What follows belongs to an exercise in optimizing a design on an open flow for small area, a short achievable clock period and few clock cycles; a production flow would make more cautious choices.

## h1_codec
module h1_codec (
    input  wire        clk,
    input  wire        rst,
    input  wire        cmd_valid,
    output wire        cmd_ready,
    input  wire [3:0]  cmd_code,
    input  wire        cmd_is_server,
    input  wire [2:0]  cmd_n,
    input  wire [15:0] cmd_len,
    input  wire [31:0] cmd_a,
    input  wire [31:0] cmd_b,
    input  wire        din_valid,
    output wire        din_ready,
    input  wire [31:0] din_data,
    output wire        rsp_valid,
    input  wire        rsp_ready,
    output wire [2:0]  rsp_status,
    output wire [31:0] rsp_data,
    output wire [31:0] rsp_data2,
    output wire [4:0]  rsp_info
);
    localparam [3:0] C_CFG_LOAD = 4'h1, C_CFG_READ = 4'h2, C_SEQ_DIST = 4'h5,
                     C_CRC_COMPUTE = 4'h6, C_CRC_VERIFY = 4'h7;
    localparam [2:0] ST_OK = 3'd0, ST_TRUNCATED = 3'd2, ST_INVALID = 3'd6,
                     ST_ILLEGAL = 3'd7;
    reg        cfg_vld;
    reg        cfg_srv;
  ...
==> flow/config.mk <==
export PLATFORM = sky130hd
export DESIGN_NAME = h1_codec
export DESIGN_NICKNAME = h1_codec
export VERILOG_FILES = /design/flow/design.v
export SDC_FILE = /design/flow/constraint.sdc
export NUM_CORES = 4
export LEC_CHECK = 0
export ABC_CLOCK_PERIOD_IN_PS = 2000
export CAP_MARGIN = 20
export CORE_MARGIN = 2
export CORE_UTILIZATION = 40
export PLACE_DENSITY = 0.6
export SETUP_SLACK_MARGIN = 2.6
export SLEW_MARGIN = 20
==> flow/constraint.sdc <==
create_clock -name core_clock -period 5.0 [get_ports {clk}]
set_input_delay 1.0000 -clock core_clock [delete_from_list [all_inputs] [get_ports {clk}]]
set_output_delay 1.0000 -clock core_clock [all_outputs]
set_load 0.01 [all_outputs]
standard.sh (not shown) runs the stock make flow with config.mk's settings and CLKGATE_MAP_FILE= SYNTH_SCRIPT=/design/flow/synth_recipe.tcl, a recipe that flattens the netlist after the stock synthesis.
==> flow/flow/run.sh <==
#!/bin/bash
# Layout flow: the standard flow (standard.sh: ORFS synthesis to the
# final layout, unchanged), with the I/O port buffers that global placement
# inserts made from sky130_fd_sc_hd__buf_2 instead of the resizer's default
# pick. Every port still gets its own buffer. The full output of the ORFS
# run goes to flow_standard.log in this folder; each tool's own log is kept
# by ORFS under orfs/logs/.
set -euo pipefail
export BUFFER_PORTS_ARGS="-buffer_cell sky130_fd_sc_hd__buf_2"
bash standard.sh > flow_standard.log 2>&1
Rerun with:
--- a/flow/design.v
+++ b/flow/design.v
@@ -207,13 +207,13 @@
     reg [15:0] rem_proc;     
     reg        ok_r;
     reg        c_full;       
     reg        c_byte;       
     reg        c_trl;        
     reg        d_last;       
-    reg        seq_ne, seq_eq;
+    reg        seq_ne, seq_eq, seq_bo;
     reg [1:0]  trl_idx;      
     reg        rsp_valid_r, cmd_ready_r, din_ready_r;
     reg [2:0]  rsp_status_r;
     reg [4:0]  rsp_info_r;
     reg        sel_cfg, rsp_is_read;
     assign cmd_ready  = cmd_ready_r;
@@ -255,14 +255,14 @@
     wire        byte_now = dvalid && !dfull;
     wire        hi_nz    = (rem_proc[15:4] != 12'd0);
     wire [3:0]  lo       = rem_proc[3:0];
     wire        proc_gt4 = hi_nz || (lo > 4'd4);
     wire        dec4     = full_now && !dseed;
     wire        wdone    = full_now || (byte_now && ((dlane == 2'd3) || (lo[2:0] == 3'd1)));
-    wire [15:0] proc_nx  = dec4 ? (proc_gt4 ? rem_proc - 16'd4 : 16'd0) :
-                           byte_now ? rem_proc - 16'd1 : rem_proc;
+    wire [15:0] proc_nx  = dec4 ? (proc_gt4 ? {rem_proc[15:2] - 14'd1, rem_proc[1:0]} : 16'd0) :
+                           byte_now ? {12'd0, lo - 4'd1} : rem_proc;
     wire [3:0]  n4       = {1'b0, nreg} + 4'd4;
     wire        ge_n4_0  = hi_nz || (lo >= n4);
     wire        ge_n4_1  = hi_nz || (lo > n4);
     wire        ge_n4_4  = hi_nz || ({1'b0, lo} >= {1'b0, n4} + 5'd4);
     wire        gt_n_0   = (lo > {1'b0, nreg});
     wire        gt_n_1   = (lo > {1'b0, nreg} + 4'd1);
@@ -289,14 +289,15 @@
     wire        c_full_f = nf_full && !drain;
     wire        c_byte_f = !nf_full && cov_n;
     wire        c_trl_f  = !nf_full && !cov_n;
     wire        rdy_n    = s_data && !data_end &&
                            (dvalid_n ? (need_c && ((dlane_n == 2'd3) || one_n)) : need_e);
     wire        rdy_f    = need_f && nf_full;
-    wire [15:0] seq_d    = rem_proc - dreg[15:0];
-    wire        seq_neg  = rem_proc[15] && seq_ne;   
+    wire [8:0]  seq_lo   = {1'b0, rem_proc[7:0]} - {1'b0, dreg[7:0]};
+    wire [7:0]  seq_hi   = rem_proc[15:8] - dreg[15:8] - {7'd0, seq_bo};
+    wire        seq_neg  = seq_hi[7] && seq_ne;
     wire s_data_nx  = t_direct ? i_crc : (s_data && !data_end) || (go_n && op_crc);
     wire s_exec_nx  = t_direct ? (i_seq || i_read) : (go_n && !op_crc);
     wire s_exec2_nx = s_exec && op_seq;
     wire s_pend_nx  = (take && !direct) || (s_pend && !rsp_ready);
     wire s_resp_nx  = t_direct ? !i_crc && !i_seq && !i_read :
                       !take && ((s_data && data_end) || (s_exec && !op_seq) || s_exec2 ||
@@ -369,13 +370,13 @@
                 cfg_vld <= 1'b1;
             if (c_full)
                 crc_n <= ~t32_out;
             else if (c_byte)
                 crc_n <= ~byte_out;
             else if (s_exec2)
-                crc_n <= {{16{seq_neg}}, rem_proc};
+                crc_n <= {{16{seq_neg}}, seq_hi, rem_proc[7:0]};
             else if (s_exec && op_read)
                 crc_n <= cfg_seed_v;
             else if (rtake || (c_trl && d_last))
                 crc_n <= 32'd0;
             if (data_end) begin
                 rsp_status_r <= err;
@@ -420,12 +421,13 @@
             cfg_len   <= cmd_n;
         end
         trl_idx <= proc_nx[1:0] - 2'd1;
         if (s_exec) begin
             seq_ne <= (rem_proc[14:0] != dreg[14:0]);
             seq_eq <= (rem_proc == dreg[15:0]);
+            seq_bo <= seq_lo[8];
         end
         if (take) begin
             op_crc   <= i_crc;
             op_ver   <= i_ver;
             op_seq   <= i_seq;
             op_load  <= i_load;
@@ -442,13 +444,13 @@
         end else begin
             if (s_data) begin
                 rem_proc <= proc_nx;
                 ok_r     <= ok_next;
             end
             if (s_exec && op_seq)
-                rem_proc <= seq_d;
+                rem_proc[7:0] <= seq_lo[7:0];
             if (din_fire) begin
                 dreg     <= din_data;
                 dfull    <= nf_full;
                 dseed    <= 1'b0;
                 dlane    <= 2'd0;
             end else if (byte_now) begin
The changed run completed without violations.
Clock-buffer cell count grows by 1.
Non-clock buffer count shrinks by 76.
Synthesized area hardly moves.
Sequential cell count grows by 1.
Routed wire length shrinks by 5.4%.
No functional check of the RTL was part of any run of this note.

-- port drivers added, routing unchanged --
Ports are ideal in the flow. The routed layouts listed here were re-timed in OpenROAD.
Step 1 assumes that a clkbuf_16 drives the clock port and a buf_2 every other input.
Step 2 times the ports against the registers' clock, not the clock port: input delays grow and output delays shrink by t, the midpoint of the rising clock arrivals with the driver on.
Slacks: ideal / step 1 / step 2; pairs: ideal / step 1.
run	t, ns	setup slack, ns	worst hold slack (ns)	worst setup path at the end
the first run	0.502	2.438 / 2.438 / 2.046	0.464 / 0.464 / 0.464	input to register
the second run	0.512	2.199 / 2.199 / 2.128	0.499 / 0.499 / 0.499	input to register
After both steps every run listed still meets setup and hold. The setup slack of the first run, which loses most, moves by 0.000 ns with the drivers and by -0.392 ns with both steps.
